Background: an optimization exercise with open tools, aiming at small area and few clock cycles. Do not read the settings as production practice.
Function was checked by simulation only, so behaviour that the tests miss may differ from the original.
Power and IR drop assume default switching activity.

Design frame_codec_tx, start of the top module:
module frame_codec_tx (
    input  wire        clk,
    input  wire        rst,
    input  wire        in_valid,
    input  wire [7:0]  in_data,
    output reg         in_ready,
    output reg         tx_valid,
    output reg  [7:0]  tx_data,
    output reg         tx_last,
    input  wire        tx_ready,
    output wire        rsp_valid,
    output wire [31:0] rsp_data,
    input  wire        rsp_ready
);
    localparam [3:0] S_C0  = 4'd0;    
    localparam [3:0] S_C1  = 4'd1;    
    localparam [3:0] S_C2  = 4'd2;    
    localparam [3:0] S_C3  = 4'd3;    
    localparam [3:0] S_TY  = 4'd4;    
    localparam [3:0] S_FC  = 4'd5;    
    localparam [3:0] S_SQ  = 4'd6;    
    localparam [3:0] S_LN  = 4'd7;    
    localparam [3:0] S_E0  = 4'd8;    
    localparam [3:0] S_E1  = 4'd9;    
    localparam [3:0] S_PY  = 4'd10;   
    localparam [3:0] S_K0  = 4'd11;   
    localparam [3:0] S_K1  = 4'd12;   
    localparam [3:0] S_DS  = 4'd13;   
    function [15:0] crc16_byte;
        input [15:0] crc_in;
        input [7:0]  b;
        integer k;
        reg [15:0] c;
        begin
            c = crc_in ^ {b, 8'h00};
            for (k = 0; k < 8; k = k + 1)
                c = c[15] ? ((c << 1) ^ 16'h1021) : (c << 1);
            crc16_byte = c;
        end
    endfunction
    reg        enabled;
    reg [7:0]  send_seq;
    reg [7:0]  sec_mode;
  ...
export LEC_CHECK = 0
export CAP_MARGIN = 20
export CORE_MARGIN = 2
export CORE_UTILIZATION = 40
export CTS_BUF_LIST = sky130_fd_sc_hd__clkbuf_4 sky130_fd_sc_hd__clkbuf_8
export GPL_TIMING_DRIVEN = 0
export PLACE_DENSITY = 0.6
export SLEW_MARGIN = 20
create_clock -name core_clock -period 5.0 [get_ports {clk}]
standard.sh (not shown) runs the stock make flow with config.mk's settings and CLKGATE_MAP_FILE= SYNTH_SCRIPT=/design/flow/synth_recipe.tcl, a recipe that flattens the netlist after the stock synthesis.
==> flow/flow/run.sh <==
#!/bin/bash
# The standard layout (standard.sh) with these changes:
#  - synthesis: every abc call of synth_recipe.tcl maps with flow/abc_area.script,
#    an area-oriented script without buffering, instead of ORFS's speed script.
#    Flip-flops are mapped before abc, so the registers are the standard
#    synthesis's.
#  - the extra ORFS make variables in flow/make_args.txt (one per line):
#    no adder pre-mapping (abc maps the arithmetic too),
#    removing yosys's pass-through buffers at floorplan, the port buffer cell,
#    and the clock tree options.
set -euo pipefail
here=$(pwd)
{
  head -1 synth_recipe.tcl
  cat <<TCL
proc abc {args} {
  set new {}
  set skip 0
  foreach a \$args {
    if {\$skip} { set skip 0; continue }
    if {\$a eq "-script"} { set skip 1; continue }
    lappend new \$a
  }
  yosys abc -script $here/flow/abc_area.script {*}\$new
}
TCL
  tail -n +2 synth_recipe.tcl
} > area_synth.tcl
# standard.sh's make line, with our synthesis script and extra variables
python3 - "$here" <<'PY'
import re, shlex, sys
here = sys.argv[1]
extra = []
try:
    for line in open('flow/make_args.txt'):
        line = line.rstrip('\n')
        if line and not line.startswith('#'):
            extra.append(shlex.quote(line))
except FileNotFoundError:
    pass
s = open('standard.sh').read()
new = 'SYNTH_SCRIPT=' + here + '/area_synth.tcl ' + ' '.join(extra)
s = re.sub(r'SYNTH_SCRIPT=\S+', lambda m: new, s, count=1)
open('area_standard.sh', 'w').write(s)
PY
bash area_standard.sh > flow_make.log 2>&1
==> flow/flow/abc_area.script <==
strash
&get -n
&deepsyn -J 50
&put
balance -l
resub -K 6 -l
rewrite -l
resub -K 6 -N 2 -l
refactor -l
resub -K 8 -l
balance -l
resub -K 8 -N 2 -l
rewrite -l
resub -K 10 -l
rewrite -z -l
resub -K 10 -N 2 -l
balance -l
resub -K 12 -l
refactor -z -l
resub -K 12 -N 2 -l
rewrite -z -l
balance -l
&get -n
&dch -f
&nf -R 1000
&put
topo
==> flow/flow/make_args.txt <==
ADDER_MAP_FILE=
REMOVE_ABC_BUFFERS=1
SKIP_REPAIR_TIE_FANOUT=1
BUFFER_PORTS_ARGS=-buffer_cell sky130_fd_sc_hd__buf_1
CTS_ARGS=-sink_clustering_enable -repair_clock_nets -buf_list {sky130_fd_sc_hd__clkbuf_4 sky130_fd_sc_hd__clkbuf_8} -dont_use_dummy_load
Testbench counts at the start, summed over its fixed seeds: cycles 61,323.
==> next run, changes <==
--- a/flow/design.v
+++ b/flow/design.v
@@ -43,37 +43,36 @@
     reg [7:0]  sec_mode;
     reg [7:0]  frag_size;
     reg [3:0]  state;
     reg [2:0]  opc;         
     reg [7:0]  arg;
     reg [15:0] rem;         
     reg [7:0]  cnt;         
     reg        frag;        
     reg [15:0] crc;
     reg        rsp_pend;
-    wire [1:0] rsp_code = cnt[1:0];
-    wire       rsp_rd   = cnt[2];
+    localparam [2:0] RS_NE = 3'b010;
+    localparam [2:0] RS_BP = 3'b011;
+    localparam [2:0] RS_BO = 3'b100;
     reg [7:0] rd_val;
     always @(*) begin
         case (arg[2:0])
             3'd0:    rd_val = {7'h00, enabled};
             3'd1:    rd_val = send_seq;
             3'd3:    rd_val = sec_mode;
             3'd4:    rd_val = frag_size;
             default: rd_val = 8'h00;
         endcase
-        if (!rsp_rd) rd_val = 8'h00;
+        if (opc != 3'd7 || arg[7:3] != 5'h00) rd_val = 8'h00;
     end
     assign rsp_valid = rsp_pend;
-    assign rsp_data  = {8'h00, rd_val, 12'h000,
-                        rsp_code == 2'd3, rsp_code[1] ^ rsp_code[0],
-                        rsp_code[1] ^ rsp_code[0], rsp_code == 2'd2};
+    assign rsp_data  = {8'h00, crc[7:0], 12'h000, cnt[2], cnt[1], cnt[1], cnt[0]};
     wire chk = (arg[1:0] == 2'd0) ? sec_mode[4] :
                (arg[1:0] == 2'd1 && arg[7:2] != 6'h00 && arg[7:2] != 6'h12) ? sec_mode[0] :
                1'b0;
     wire send_go  = (opc == 3'd5) && enabled;
     wire in_c3    = (state == S_C3);
     wire frag_now = ((in_c3 ? in_data : rem[15:8]) != 8'h00) || (rem[7:0] > frag_size);
     wire [7:0] fc = {3'b000, (state == S_LN) ? 1'b0 : frag_now, 1'b0, 1'b1, chk, 1'b0};
     always @(*) begin
         in_ready = 1'b0;
         tx_valid = 1'b0;
@@ -150,73 +149,72 @@
                     arg   <= in_data;
                     state <= S_C2;
                 end
                 S_C2: if (in_fire) begin
                     rem[7:0] <= in_data;
                     state    <= S_C3;
                 end
                 S_C3: if (in_fire) begin
                     rem[15:8] <= in_data;
                     cnt       <= 8'h00;
+                    crc       <= {8'h00, rd_val};
                     state     <= S_C0;
                     rsp_pend  <= 1'b1;
                     case (opc)
                         3'd1: begin
                             enabled   <= 1'b1;
                             send_seq  <= 8'h00;
                             sec_mode  <= 8'h00;
                             frag_size <= 8'd16;
                         end
                         3'd2: begin
                             if (!enabled)
-                                cnt[1:0] <= 2'd1;
+                                cnt[2:0] <= RS_NE;
                             enabled   <= 1'b0;
                             send_seq  <= 8'h00;
                             sec_mode  <= 8'h00;
                             frag_size <= 8'd16;
                         end
                         3'd3: begin
                             if (!enabled)
-                                cnt[1:0] <= 2'd1;
+                                cnt[2:0] <= RS_NE;
                             else if (arg == 8'd0 || arg > 8'd250)
-                                cnt[1:0] <= 2'd2;
+                                cnt[2:0] <= RS_BP;
                             else
                                 frag_size <= arg;
                         end
                         3'd4: begin
                             if (!enabled)
-                                cnt[1:0] <= 2'd1;
+                                cnt[2:0] <= RS_NE;
                             else
                                 sec_mode <= arg;
                         end
                         3'd5: begin
                             if (!enabled) begin
-                                cnt[1:0] <= 2'd1;
+                                cnt[2:0] <= RS_NE;
                                 if (len != 16'h0) begin
                                     rsp_pend <= 1'b0;
                                     state    <= S_DS;
                                 end
                             end else begin
                                 frag     <= frag_now;
                                 crc      <= {8'h00, send_seq};
                                 rsp_pend <= 1'b0;
                                 state    <= S_SQ;
                             end
                         end
                         3'd7: begin
                             if (arg[7:3] != 5'h00)
-                                cnt[1:0] <= 2'd2;
-                            else
-                                cnt[2] <= 1'b1;
+                                cnt[2:0] <= RS_BP;
                         end
                         default: begin
-                            cnt[1:0] <= 2'd3;
+                            cnt[2:0] <= RS_BO;
                             if (opc == 3'd6 && len != 16'h0) begin
                                 rsp_pend <= 1'b0;
                                 state    <= S_DS;
                             end
                         end
                     endcase
                 end
                 S_TY: if (tx_fire) state <= S_FC;
                 S_FC: if (tx_fire) begin
                     frag  <= frag_now;
@@ -231,20 +229,21 @@
                     crc <= crc_next;
                     cnt <= tx_data;
                     if (frag)
                         state <= S_E0;
                     else if (rem[7:0] != 8'h00)
                         state <= S_PY;
                     else if (chk)
                         state <= S_K0;
                     else begin
                         send_seq <= send_seq + 8'd1;
+                        crc      <= 16'h0;
                         rsp_pend <= 1'b1;
                         state    <= S_C0;
                     end
                 end
                 S_E0: if (tx_fire) begin
                     crc   <= crc_next;
                     cnt   <= cnt - 8'd1;
                     state <= S_E1;
                 end
                 S_E1: if (tx_fire) begin
@@ -254,32 +253,34 @@
                 end
                 S_PY: if (tx_fire) begin
                     crc <= crc_next;
                     cnt <= cnt - 8'd1;
                     rem <= rem - 16'd1;
                     if (cnt == 8'd1) begin
                         if (chk)
                             state <= S_K0;
                         else begin
                             send_seq <= send_seq + 8'd1;
+                            crc      <= 16'h0;
                             if (frag)
                                 state <= S_TY;
                             else begin
                                 rsp_pend <= 1'b1;
                                 state    <= S_C0;
                             end
                         end
                     end
                 end
                 S_K0: if (tx_fire) state <= S_K1;
                 S_K1: if (tx_fire) begin
                     send_seq <= send_seq + 8'd1;
+                    crc      <= 16'h0;
                     if (frag)
                         state <= S_TY;
                     else begin
                         rsp_pend <= 1'b1;
                         state    <= S_C0;
                     end
                 end
                 S_DS: if (in_fire) begin
                     rem <= rem - 16'd1;
                     if (rem == 16'd1) begin
- power shrinks by a little under a tenth
- core utilization fell by 1.0 points
- non-clock buffer count is unchanged
- via count drops by a few percent
- design area goes down by a few percent
- register-to-register slack got worse by 0.37 ns
- cell count goes down slightly
Testbench counts after the change, summed over its fixed seeds: cycles 61,323.

[static timing again, ports no longer ideal]
Ports are ideal in the flow. The routed layouts listed here were re-timed in OpenROAD. Step 1: set_driving_cell puts a clkbuf_16 on clk and a buf_2 on each other input, an assumption about the parent block. Step 2 times the ports against the registers' clock, not the clock port: input delays grow and output delays shrink by t, the midpoint of the rising clock arrivals with the driver on. Three values: no drivers, after step 1, after step 2; two values: the first two.
run | t (ns) | setup WS [ns] | latest minus earliest clock arrival (ns) | pins driven straight from the clock port
the first run | 0.398 | 0.632 / 0.596 / 0.768 | 0.019 / 0.019 | 1
the second run | 0.403 | 0.401 / 0.401 / 0.401 | 0.024 / 0.024 | 1
After both steps setup and hold are still met in every run listed.
